What follows belongs to an exercise in optimizing a design on an open flow for a short achievable clock period and few clock cycles per item; a production flow would make more cautious choices. At most, simulation tests tie the RTL to the original design; equivalence was not proved. The flow treats the clock pin as an ideal source. Dropping or thinning the clock tree relies on that and would not hold on a real chip. Power and IR drop assume default switching activity.

orange:
==> flow/design.v (excerpt) <==
module fht8v_ook_codec (
  input  wire        clk,
  input  wire        rst,
  input  wire        enc_in_valid,
  output wire        enc_in_ready,
  input  wire [47:0] enc_in_msg,
  output wire        enc_out_valid,
  input  wire        enc_out_ready,
  output wire [7:0]  enc_out_byte,
  output wire        enc_out_last,
  input  wire        dec_in_valid,
  output wire        dec_in_ready,
  input  wire [7:0]  dec_in_byte,
  input  wire        dec_in_last,
  input  wire        dec_in_strict,
  output wire        dec_out_valid,
  input  wire        dec_out_ready,
  output wire [47:0] dec_out_msg,
  output wire [1:0]  dec_out_err
);
  ook_encoder u_enc (
    .clk(clk), .rst(rst),
    .in_valid(enc_in_valid), .in_ready(enc_in_ready), .in_msg(enc_in_msg),
    .out_valid(enc_out_valid), .out_ready(enc_out_ready),
    .out_byte(enc_out_byte), .out_last(enc_out_last)
  );
  ook_decoder u_dec (
  ...
Settings: LEC_CHECK=0, ABC_CLOCK_PERIOD_IN_PS=2000, CAP_MARGIN=20, CORE_MARGIN=2, CORE_UTILIZATION=40, SETUP_SLACK_MARGIN=3.0, SLEW_MARGIN=20; clock period 5.0 ns.
run.sh (not shown) runs the stock make flow with config.mk's settings and CLKGATE_MAP_FILE= SYNTH_SCRIPT=/design/flow/synth_recipe.tcl, a recipe that flattens the netlist after the stock synthesis.
orange: it failed with a tool error in 1_2_yosys, so there are no final results.
The inputs of purple differ from those of orange as listed below.
- an added SYNTH_MEMORY_MAX_BITS of 65536
Findings:
The final layout from purple, which completed every stage, passed the timing, design-rule and antenna checks at the end of the flow.
No functional check of the RTL was part of any run of this note.

* * *

fht8v_ook_codec, a different RTL version from the one above (not shown whole).
Size in the first run: roughly 1,800 cells after synthesis, about 470 flip-flops, roughly 130 I/O pins, ~20,000 sq um of cells after synthesis.
clock: 5.0 ns
lec_check: 0
abc_clock_period_in_ps: 1500
cap_margin: 20
core_margin: 2
core_utilization: 50
cts_buf_list: sky130_fd_sc_hd__clkbuf_16 sky130_fd_sc_hd__clkbuf_8
cts_cluster_diameter: 60
cts_cluster_size: 24
place_density: 0.85
setup_slack_margin: 3.3
slew_margin: 20
Testbench counts at the start, summed over its fixed seeds: cycles 33,878, items 768.
Rerun with:
CORE_UTILIZATION = 55   (was 50)
PLACE_DENSITY = default   (was 0.85)
Maximum frequency increases by 6.3%.
Core utilization increases by 3.5 points.
Cell count decreases by 3.0%.
Design area decreases by 4.2%.
Synthesized cell count does not change.
Via count decreases by 15%.
Sequential share of layout area increases by 1.9 points.
Wire length decreases by 31%.

* * *

oak:
Another version of the RTL of fht8v_ook_codec (not shown whole).
Size in the first run: ~1800 cells after synthesis, about 460 flip-flops, about 130 I/O pins, about 20000 um^2 of cells after synthesis.
export LEC_CHECK = 0
export ABC_CLOCK_PERIOD_IN_PS = 2000
export CAP_MARGIN = 20
export CORE_MARGIN = 2
export CORE_UTILIZATION = 65
export SETUP_SLACK_MARGIN = 3.0
export SLEW_MARGIN = 20
export SYNTH_MEMORY_MAX_BITS = 65536
create_clock -name core_clock -period 5.0 [get_ports {clk}]
Testbench counts of oak, summed over its fixed seeds: cycles 33,878, items 768.
Edits applied to the flow inputs when going from oak to pine:
Settings: CTS_CLUSTER_SIZE now 24, previously not set; CTS_BUF_LIST now sky130_fd_sc_hd__clkbuf_16 sky130_fd_sc_hd__clkbuf_8, previously not set; CTS_CLUSTER_DIAMETER now 60, previously not set.
[summary]
pine: full flow OK, the timing, design-rule and antenna checks passed. pine vs. oak: part of the cycle the worst path needs went down, fraction of standard cell area that is sequential went up, non-clock buffer count went down, total power went down. Compared pine vs oak, and wire length after detailed routing is down in pine. As far as cell area after synthesis goes, oak and pine are indistinguishable; the numbers are identical. pine -> oak: H-tree depth delta 0, exact match. pine vs oak: final cell count down slightly. STATUS post-route minimum period: pine wins against oak. Changes observed in pine relative to oak: count of filler cells inserted in the layout +77; wire length of the first global-routing pass -1500 um.

* * *

## old
Another version of the RTL of fht8v_ook_codec (not shown whole).
Size in the first run: roughly 2000 cells after synthesis, about 530 flip-flops, roughly 0.022 mm2 of cells after synthesis.
clock: 5.0 ns
lec_check: 0
abc_clock_period_in_ps: 1500
cap_margin: 20
core_margin: 2
core_utilization: 55
cts_buf_list: sky130_fd_sc_hd__clkbuf_16 sky130_fd_sc_hd__clkbuf_8
cts_cluster_diameter: 60
cts_cluster_size: 24
setup_slack_margin: 3.3
slew_margin: 20
standard.sh (not shown) runs the stock make flow with config.mk's settings and CLKGATE_MAP_FILE= SYNTH_SCRIPT=/design/flow/synth_recipe.tcl, a recipe that flattens the netlist after the stock synthesis.
==> flow/flow/run.sh <==
#!/bin/bash
set -euo pipefail
export PRE_CTS_TCL="$PWD/flow/mytree.tcl"
export MT_GROUP=24
export MT_ROOTS=4
bash standard.sh > standard_flow.log 2>&1
Other scripts of this flow, unchanged in this note and not shown: flow/flow/mytree.tcl
No stage failed in old, and the final checks on the layout all came back clean.
Testbench counts of old, summed over its fixed seeds: cycles 33,894, items 768.
Setup changes, old to new
- CORE_UTILIZATION: 55 -> 72
Findings:
new closes out successfully: all stages finished, all timing, DRC and antenna checks passed.
Cell area | new vs old | new larger
| final period demand of the worst path | new vs old | worse |
The final reports for new and old show share of cells above drive strength 1 higher in the former.
The final reports for new and old show fraction of the cycle the final worst path needs higher in the former.
A cell with the biggest individual delay on the critical path of sky130_fd_sc_hd__dfxtp_4 is what old shows, while sky130_fd_sc_hd__dfxtp_2 belongs to new.
[compare] base=old new=new: wire length rose 12000 um; well-tap cell count fell 128.
In every run of this note, the design's own scripts or RTL, not TritonCTS, make the clock network.

* * *

09-16:
fht8v_ook_codec, a different RTL version from the one above (not shown whole).
Size: roughly 2000 cells after synthesis.
==> flow/config.mk <==
export PLATFORM = sky130hd
export DESIGN_NAME = fht8v_ook_codec
export DESIGN_NICKNAME = fht8v_ook_codec
export VERILOG_FILES = /design/flow/design.v
export SDC_FILE = /design/flow/constraint.sdc
export NUM_CORES = 4
export LEC_CHECK = 0
export ABC_CLOCK_PERIOD_IN_PS = 1500
export CAP_MARGIN = 20
export CORE_MARGIN = 2
export CORE_UTILIZATION = 55
export CTS_BUF_LIST = sky130_fd_sc_hd__clkbuf_16 sky130_fd_sc_hd__clkbuf_8
export CTS_CLUSTER_DIAMETER = 60
export CTS_CLUSTER_SIZE = 24
export SETUP_SLACK_MARGIN = 3.5
export SLEW_MARGIN = 20
==> flow/constraint.sdc <==
create_clock -name core_clock -period 5.0 [get_ports {clk}]
set_input_delay 1.0000 -clock core_clock [delete_from_list [all_inputs] [get_ports {clk}]]
set_output_delay 1.0000 -clock core_clock [all_outputs]
set_load 0.01 [all_outputs]
==> flow/flow/run.sh <==
#!/bin/bash
set -euo pipefail
export PRE_CTS_TCL="$PWD/flow/mytree.tcl"
export MT_GROUP=24
export MT_ROOTS=4
export MT_BUF=sky130_fd_sc_hd__buf_12
bash standard.sh > standard_flow.log 2>&1
Other scripts of this flow, unchanged in this note and not shown: flow/flow/mytree.tcl
The final layout from 09-16, which completed every stage, passed the timing, design-rule and antenna checks at the end of the flow.
Testbench counts of 09-16, summed over its fixed seeds: cycles 33,894, items 768.
Edits applied to the flow inputs when going from 09-16 to 01-20:
# 09-16
export LEC_CHECK = 0
export ABC_CLOCK_PERIOD_IN_PS = 1500
export CAP_MARGIN = 20
export CORE_MARGIN = 2
export CORE_UTILIZATION = 55
export CTS_BUF_LIST = sky130_fd_sc_hd__clkbuf_16 sky130_fd_sc_hd__clkbuf_8
export CTS_CLUSTER_DIAMETER = 60
export CTS_CLUSTER_SIZE = 24
export SETUP_SLACK_MARGIN = 3.5
export SLEW_MARGIN = 20
create_clock -name core_clock -period 5.0 [get_ports {clk}]
# 01-20
export LEC_CHECK = 0
export ABC_CLOCK_PERIOD_IN_PS = 1500
export CAP_MARGIN = 20
export CORE_MARGIN = 2
export CORE_UTILIZATION = 55
export CTS_BUF_LIST = sky130_fd_sc_hd__clkbuf_16 sky130_fd_sc_hd__clkbuf_8
export CTS_CLUSTER_DIAMETER = 60
export CTS_CLUSTER_SIZE = 24
export SETUP_SLACK_MARGIN = 3.3
export SLEW_MARGIN = 20
create_clock -name core_clock -period 5.0 [get_ports {clk}]
Findings:
Compared with 09-16, 01-20 shows setup slack of the critical path after layout lower by 3.2 ps. The area occupied by multi-input gates reported for 01-20 is smaller than that of 09-16 by about 25%. [compare] base=09-16 new=01-20: detailed route wirelength on metal2 saw a decrease; final RePlAce weighted congestion now smaller. Compared with 09-16, 01-20 ends up with a smaller final cell area. In the reports for 09-16 and 01-20, the smaller wire length belongs to 01-20.
In every run of this note, the design's own scripts or RTL, not TritonCTS, make the clock network.

[re-timing with driven ports]
The flow's constraints put no driver on any port. The routed layouts listed below were extracted and timed again, unchanged, in two steps.
Step 1 (the two cells are an assumption about what drives the block):
set clk [get_ports {clk}]
set_driving_cell -lib_cell sky130_fd_sc_hd__clkbuf_16 $clk
set_driving_cell -lib_cell sky130_fd_sc_hd__buf_2 [delete_from_list [all_inputs] $clk]
Step 2 moves the port delays by t, midway between the first and last clock arrival at a register: inputs arrive t later, outputs are due t later. That takes back most of the time a late clock gives input paths.
Three values: ideal, step 1, step 2; two values: the first two.
| run | t (ns) | setup slack, ns | latest minus earliest clock arrival (ns) | worst data-port slew with drivers (ns) | pins driven straight from the clock port |
|---|---|---|---|---|---|
| purple | 0.677 | 2.750 / 2.693 / 2.398 | 0.044 / 0.044 | 0.05 | 1 |
| the first run of note 2 | 0.689 | 2.820 / 2.791 / 2.268 | 0.057 / 0.057 | 0.10 | 1 |
| the second run of note 2 | 0.609 | 2.950 / 2.897 / 2.673 | 0.020 / 0.020 | 0.11 | 1 |
| oak | 0.593 | 2.862 / 2.862 / 2.492 | 0.023 / 0.023 | 0.05 | 1 |
| pine | 0.581 | 2.956 / 2.918 / 2.464 | 0.015 / 0.015 | 0.05 | 1 |
| old | 0.451 | 3.167 / 3.054 / 2.902 | 0.018 / 0.018 | 0.06 | 4 |
| new | 0.465 | 3.110 / 2.995 / 2.724 | 0.046 / 0.046 | 0.08 | 4 |
| 09-16 | 0.420 | 3.202 / 3.088 / 2.965 | 0.027 / 0.027 | 0.19 | 4 |
| 01-20 | 0.415 | 3.199 / 3.082 / 2.991 | 0.017 / 0.017 | 0.05 | 4 |
After both steps every run listed still meets setup and hold. For the first run of note 2, which loses most, drivers alone change the setup slack by -0.029 ns; drivers and shift together by -0.552 ns.
